Source: an optimization exercise on an open RTL-to-GDS flow (aim: small area, a short achievable clock period and few clock cycles). Production flows keep margins and buffers that such runs may drop. RTL that was checked went through simulation tests only; none was proved equivalent to the original. Power and IR drop assume default switching activity.

== run 1 ==
==> module dfwt_ser, before the edit <==
module dfwt_ser (
    input  wire        clk,
    input  wire        rst,
    input  wire        push,
    input  wire [1:0]  push_kind,
    input  wire [31:0] push_val,
    input  wire        push_big,   
    input  wire        push_ge2,   
    input  wire        push_nz,    
    output wire        free,       
    output wire        idle,       
    input  wire        tr_reset,   
    output reg         gate,
    output reg  [31:0] timestep,
    output wire        out_valid,
    input  wire        out_ready,
    output wire [7:0]  out_byte
);
    reg        qv0, qv1;
    reg [7:0]  q0, q1;
    assign out_valid = qv0;
    assign out_byte  = q0;
    localparam K_NONE = 2'd0, K_FLUX = 2'd1, K_BYTE = 2'd2, K_WIDX = 2'd3;
    reg [1:0]  kind;
    reg [31:0] t;
    reg        big, ge2, nz;
    function [23:0] inc24(input [23:0] x);
        integer i, j;
        reg c, p;
        begin
            c = 1'b1;
            for (j = 0; j < 6; j = j + 1) begin
                p = c;
                for (i = 0; i < 4; i = i + 1) begin
                    inc24[4*j+i] = x[4*j+i] ^ p;
                    p = p & x[4*j+i];
                end
                c = c & (&x[4*j +: 4]);
            end
        end
    endfunction
    function [23:0] dec24(input [23:0] x);
        integer i, j;
        reg c, p;
        begin
            c = 1'b1;
            for (j = 0; j < 6; j = j + 1) begin
                p = c;
                for (i = 0; i < 4; i = i + 1) begin
                    dec24[4*j+i] = x[4*j+i] ^ p;
                    p = p & ~x[4*j+i];
                end
                c = c & ~(|x[4*j +: 4]);
            end
        end
    endfunction
    wire is_flux = (kind == K_FLUX);
    wire is_widx = (kind == K_WIDX);
    wire has     = (kind != K_NONE);
    wire        lo_z   = (t[6:0] == 7'd0);
    wire [6:0]  dec_lo = t[6:0] - 7'd1;
    wire [23:0] dec_hi = dec24(t[31:8]);
    wire [31:0] t_129  = lo_z ? {dec_hi, t[7], 7'h7F}
                              : (t[7] ? {t[31:8], 1'b0, dec_lo} : {dec_hi, 1'b1, dec_lo});
    wire        hi9_nz = (t[31:9] != 23'd0);
    wire        gt258  = hi9_nz || (t[8] && (t[7:2] != 6'd0 || t[1:0] == 2'd3));   
    wire        ge131  = hi9_nz || t[8] || (t[7] && (t[6:2] != 5'd0 || t[1:0] == 2'd3));  
    wire [5:0]  widx_k = big ? 6'd63 : t[5:0];
    wire [15:0] t_widx = t[15:0] - 16'd63;    
    wire        gt126  = (t[15:7] != 9'd0) || (t[6:0] == 7'h7F);                 
    reg [7:0] nbyte;
    always @(*) begin
        case (kind)
            K_FLUX: begin
                if (big)      nbyte = 8'hFF;
                else if (ge2) nbyte = {1'b1, t[6:0] - 7'd2};
                else if (nz)  nbyte = {7'd0, gate};
                else          nbyte = 8'h02;
            end
            K_BYTE:  nbyte = t[7:0];
            default: nbyte = {2'b01, widx_k};
        endcase
    end
    wire [7:0] inc = q0[7] ? {1'b0, q0[6:0]} + 8'd2
                           : {7'd0, (q0[7:2] == 6'd0)};
    wire [8:0] ts_lo = {1'b0, timestep[7:0]} + {1'b0, inc};
    reg        ts_c;
    wire take   = qv0 && out_ready;
    wire ld_out = has && !qv1;           
    wire last   = is_flux ? !nz : is_widx ? !big : 1'b1;
    assign free = !has || (ld_out && last);
    assign idle = !has && !qv0 && !ts_c;
    always @(posedge clk) begin
        if (rst) begin
            kind      <= K_NONE;
            qv0       <= 1'b0;
            qv1       <= 1'b0;
            gate      <= 1'b0;
            timestep  <= 32'd0;
            ts_c      <= 1'b0;
        end else begin
            if (ts_c)
                timestep[31:8] <= inc24(timestep[31:8]);
            ts_c <= 1'b0;
            if (take) begin
                timestep[7:0] <= ts_lo[7:0];
                ts_c          <= ts_lo[8];
            end
            if (take) begin
                qv1 <= 1'b0;
                if (!qv1) qv0 <= ld_out;
                else      qv1 <= ld_out;
            end else if (ld_out) begin
                if (!qv0) qv0 <= 1'b1;
                else      qv1 <= 1'b1;
            end
            if (ld_out && kind == K_BYTE && !t[5]) gate <= t[0];
            if (tr_reset) begin
                gate     <= 1'b0;
                timestep <= 32'd0;
            end
            if (push)
                kind <= push_kind;
            else if (ld_out && last)
                kind <= K_NONE;
        end
        if (take || !qv0)
            q0 <= qv1 ? q1 : nbyte;
        if (qv0 && (take ? qv1 : !qv1))
            q1 <= nbyte;
        if (push) begin
            t   <= push_val;
            big <= push_big;
            ge2 <= push_ge2;
            nz  <= push_nz;
        end else if (ld_out) begin
            if (is_widx) begin
                t   <= {16'd0, t_widx};
                big <= gt126;
            end else if (big) begin
                t   <= t_129;
                big <= gt258;
                ge2 <= ge131;
                nz  <= 1'b1;
            end else begin
                ge2 <= 1'b0;
                nz  <= 1'b0;
            end
        end
    end
endmodule
export LEC_CHECK = 0
export CAP_MARGIN = 20
export CORE_MARGIN = 2
export CORE_UTILIZATION = 55
export SETUP_SLACK_MARGIN = 5
export SLEW_MARGIN = 20
create_clock -name core_clock -period 9.0 [get_ports {clk}]
standard.sh (not shown) runs the stock make flow with config.mk's settings and CLKGATE_MAP_FILE= SYNTH_SCRIPT=/design/flow/synth_recipe.tcl, a recipe that flattens the netlist after the stock synthesis.
==> flow/flow/run.sh <==
#!/bin/bash
set -euo pipefail
bash standard.sh SETUP_SLACK_MARGIN=5.7 \
  "BUFFER_PORTS_ARGS=-buffer_cell sky130_fd_sc_hd__buf_1" \
  "CTS_ARGS=-sink_clustering_enable -repair_clock_nets -dont_use_dummy_load" \
  finish > standard.log 2>&1
Testbench counts of run 1, summed over its fixed seeds: cycles 205,357.
diff inputs: run 1 => run 2
--- a/flow/design.v
+++ b/flow/design.v
@@ -125,13 +125,13 @@
                 kind <= K_NONE;
         end
         if (take || !qv0)
             q0 <= qv1 ? q1 : nbyte;
         if (qv0 && (take ? qv1 : !qv1))
             q1 <= nbyte;
-        if (push) begin
+        if (free) begin
             t   <= push_val;
             big <= push_big;
             ge2 <= push_ge2;
             nz  <= push_nz;
         end else if (ld_out) begin
             if (is_widx) begin
Results
- Run 2 ended with every stage complete and zero timing, DRC or antenna violations.
- Of run 1 and run 2, the run reporting the higher length in cells of the worst reg-to-reg path was run 2.
- Compare run 1 and run 2 | post-route worst hold slack lower: run 1
- On total vias in the final route, run 2 tracks run 1 almost exactly.
- Run 1 → run 2: count of plain and timing-repair buffers +15%, cell leakage power +0.34%, total power draw -about 10%.
Function not checked in run 2: the RTL went through the layout flow alone.

---

dfwt_core, a different RTL version from the one above (not shown whole).
Size in the first run: ~1600 cells after synthesis, ~110 I/O pins, roughly 15000 µm² of cells after synthesis.
==> module dfwt_ser, before the edit <==
module dfwt_ser (
    input  wire        clk,
    input  wire        rst,
    input  wire        push,
    input  wire [1:0]  push_kind,
    input  wire [31:0] push_val,
    input  wire        push_big,   
    input  wire        push_ge2,   
    input  wire        push_nz,    
    output wire        free,       
    output wire        idle,       
    input  wire        tr_reset,   
    output reg         gate,
    output reg  [31:0] timestep,
    output wire        out_valid,
    input  wire        out_ready,
    output wire [7:0]  out_byte
);
    reg        qv0, qv1;
    reg [7:0]  q0, q1;
    assign out_valid = qv0;
    assign out_byte  = q0;
    localparam K_NONE = 2'd0, K_FLUX = 2'd1, K_BYTE = 2'd2, K_WIDX = 2'd3;
    reg [1:0]  kind;
    reg [31:0] t;
    reg        big, ge2, nz;
    function [23:0] inc24(input [23:0] x);
        integer i, j;
        reg c, p;
        begin
            c = 1'b1;
            for (j = 0; j < 6; j = j + 1) begin
                p = c;
                for (i = 0; i < 4; i = i + 1) begin
                    inc24[4*j+i] = x[4*j+i] ^ p;
                    p = p & x[4*j+i];
                end
                c = c & (&x[4*j +: 4]);
            end
        end
    endfunction
    function [23:0] dec24(input [23:0] x);
        integer i, j;
        reg c, p;
        begin
            c = 1'b1;
            for (j = 0; j < 6; j = j + 1) begin
                p = c;
                for (i = 0; i < 4; i = i + 1) begin
                    dec24[4*j+i] = x[4*j+i] ^ p;
                    p = p & ~x[4*j+i];
                end
                c = c & ~(|x[4*j +: 4]);
            end
        end
    endfunction
    wire is_flux = (kind == K_FLUX);
    wire is_widx = (kind == K_WIDX);
    wire has     = (kind != K_NONE);
    wire        lo_z   = (t[6:0] == 7'd0);
    wire [6:0]  dec_lo = t[6:0] - 7'd1;
    wire [23:0] dec_hi = dec24(t[31:8]);
    wire [31:0] t_129  = lo_z ? {dec_hi, t[7], 7'h7F}
                              : (t[7] ? {t[31:8], 1'b0, dec_lo} : {dec_hi, 1'b1, dec_lo});
    wire        hi9_nz = (t[31:9] != 23'd0);
    wire        gt258  = hi9_nz || (t[8] && (t[7:2] != 6'd0 || t[1:0] == 2'd3));   
    wire        ge131  = hi9_nz || t[8] || (t[7] && (t[6:2] != 5'd0 || t[1:0] == 2'd3));  
    wire [5:0]  widx_k = big ? 6'd63 : t[5:0];
    wire [15:0] t_widx = t[15:0] - 16'd63;    
    wire        gt126  = (t[15:7] != 9'd0) || (t[6:0] == 7'h7F);                 
    reg [7:0] nbyte;
    always @(*) begin
        case (kind)
            K_FLUX: begin
                if (big)      nbyte = 8'hFF;
                else if (ge2) nbyte = {1'b1, t[6:0] - 7'd2};
                else if (nz)  nbyte = {7'd0, gate};
                else          nbyte = 8'h02;
            end
            K_BYTE:  nbyte = t[7:0];
            default: nbyte = {2'b01, widx_k};
        endcase
    end
    wire [7:0] inc = q0[7] ? {1'b0, q0[6:0]} + 8'd2
                           : {7'd0, (q0[7:2] == 6'd0)};
    wire [8:0] ts_lo = {1'b0, timestep[7:0]} + {1'b0, inc};
    reg        ts_c;
    wire take   = qv0 && out_ready;
    wire ld_out = has && !qv1;           
    wire last   = is_flux ? !nz : is_widx ? !big : 1'b1;
    assign free = !has || (ld_out && last);
    assign idle = !has && !qv0 && !ts_c;
    always @(posedge clk) begin
        if (rst) begin
            kind      <= K_NONE;
            qv0       <= 1'b0;
            qv1       <= 1'b0;
            gate      <= 1'b0;
            timestep  <= 32'd0;
            ts_c      <= 1'b0;
        end else begin
            if (ts_c)
                timestep[31:8] <= inc24(timestep[31:8]);
            ts_c <= 1'b0;
            if (take) begin
                timestep[7:0] <= ts_lo[7:0];
                ts_c          <= ts_lo[8];
            end
            if (take) begin
                qv1 <= 1'b0;
                if (!qv1) qv0 <= ld_out;
                else      qv1 <= ld_out;
            end else if (ld_out) begin
                if (!qv0) qv0 <= 1'b1;
                else      qv1 <= 1'b1;
            end
            if (ld_out && kind == K_BYTE && !t[5]) gate <= t[0];
            if (tr_reset) begin
                gate     <= 1'b0;
                timestep <= 32'd0;
            end
            if (push)
                kind <= push_kind;
            else if (ld_out && last)
                kind <= K_NONE;
        end
        if (take || !qv0)
            q0 <= qv1 ? q1 : nbyte;
        if (qv0 && (take ? qv1 : !qv1))
            q1 <= nbyte;
        if (free) begin
            t   <= push_val;
            big <= push_big;
            ge2 <= push_ge2;
            nz  <= push_nz;
        end else if (ld_out) begin
            if (is_widx) begin
                t   <= {16'd0, t_widx};
                big <= gt126;
            end else if (big) begin
                t   <= t_129;
                big <= gt258;
                ge2 <= ge131;
                nz  <= 1'b1;
            end else begin
                ge2 <= 1'b0;
                nz  <= 1'b0;
            end
        end
    end
endmodule
Settings: LEC_CHECK=0, CAP_MARGIN=20, CORE_MARGIN=2, CORE_UTILIZATION=55, SETUP_SLACK_MARGIN=5, SLEW_MARGIN=20; clock period 9.0 ns.
Scripts as last shown in full above: flow/flow/run.sh
Then changed:
--- a/flow/design.v
+++ b/flow/design.v
@@ -127,9 +127,9 @@
         if (take || !qv0)
             q0 <= qv1 ? q1 : nbyte;
         if (qv0 && (take ? qv1 : !qv1))
             q1 <= nbyte;
-        if (free) begin
+        if (push) begin
             t   <= push_val;
             big <= push_big;
             ge2 <= push_ge2;
             nz  <= push_nz;
After rerunning:
- combinational power went up by a quarter to a third
- global-route usage is about the same
- setup slack is better by 0.14 ns
- core utilization goes down by 0.92 points
- non-clock buffer count is lower by 9
- synthesized cell count came out lower slightly
- register-to-register slack improves by 0.14 ns
- synthesized area hardly moves
No run of this note included a check of the RTL's function; only the layout flow was run.

[re-timing with driven ports]
How much do the figures lean on ideal ports? The routed layouts below were timed once more, with nothing changed but the port constraints. Step 1, drivers: a clkbuf_16 drives clk and a buf_2 each remaining input, both assumed. Step 2 adds t to the input delays and takes it off the output delays; t is the mean of the earliest and latest rising clock arrival at the registers after step 1. Input paths then give back, and output paths get back, about the clock's delay inside the block. Three values: ideal, step 1, step 2; two values: the first two.
run	shift t [ns]	setup slack, ns	hold slack, ns
run 1	0.579	5.765 / 5.765 / 5.390	0.439 / 0.439 / 0.439
run 2	0.577	5.534 / 5.534 / 5.319	0.443 / 0.443 / 0.443
the first run of note 2	0.575	5.643 / 5.643 / 5.257	0.439 / 0.439 / 0.439
the second run of note 2	0.579	5.786 / 5.786 / 5.294	0.438 / 0.438 / 0.438
After both steps setup and hold are still met in every run listed. The setup slack of the second run of note 2, which loses most, moves by 0.000 ns with the drivers and by -0.492 ns with both steps.
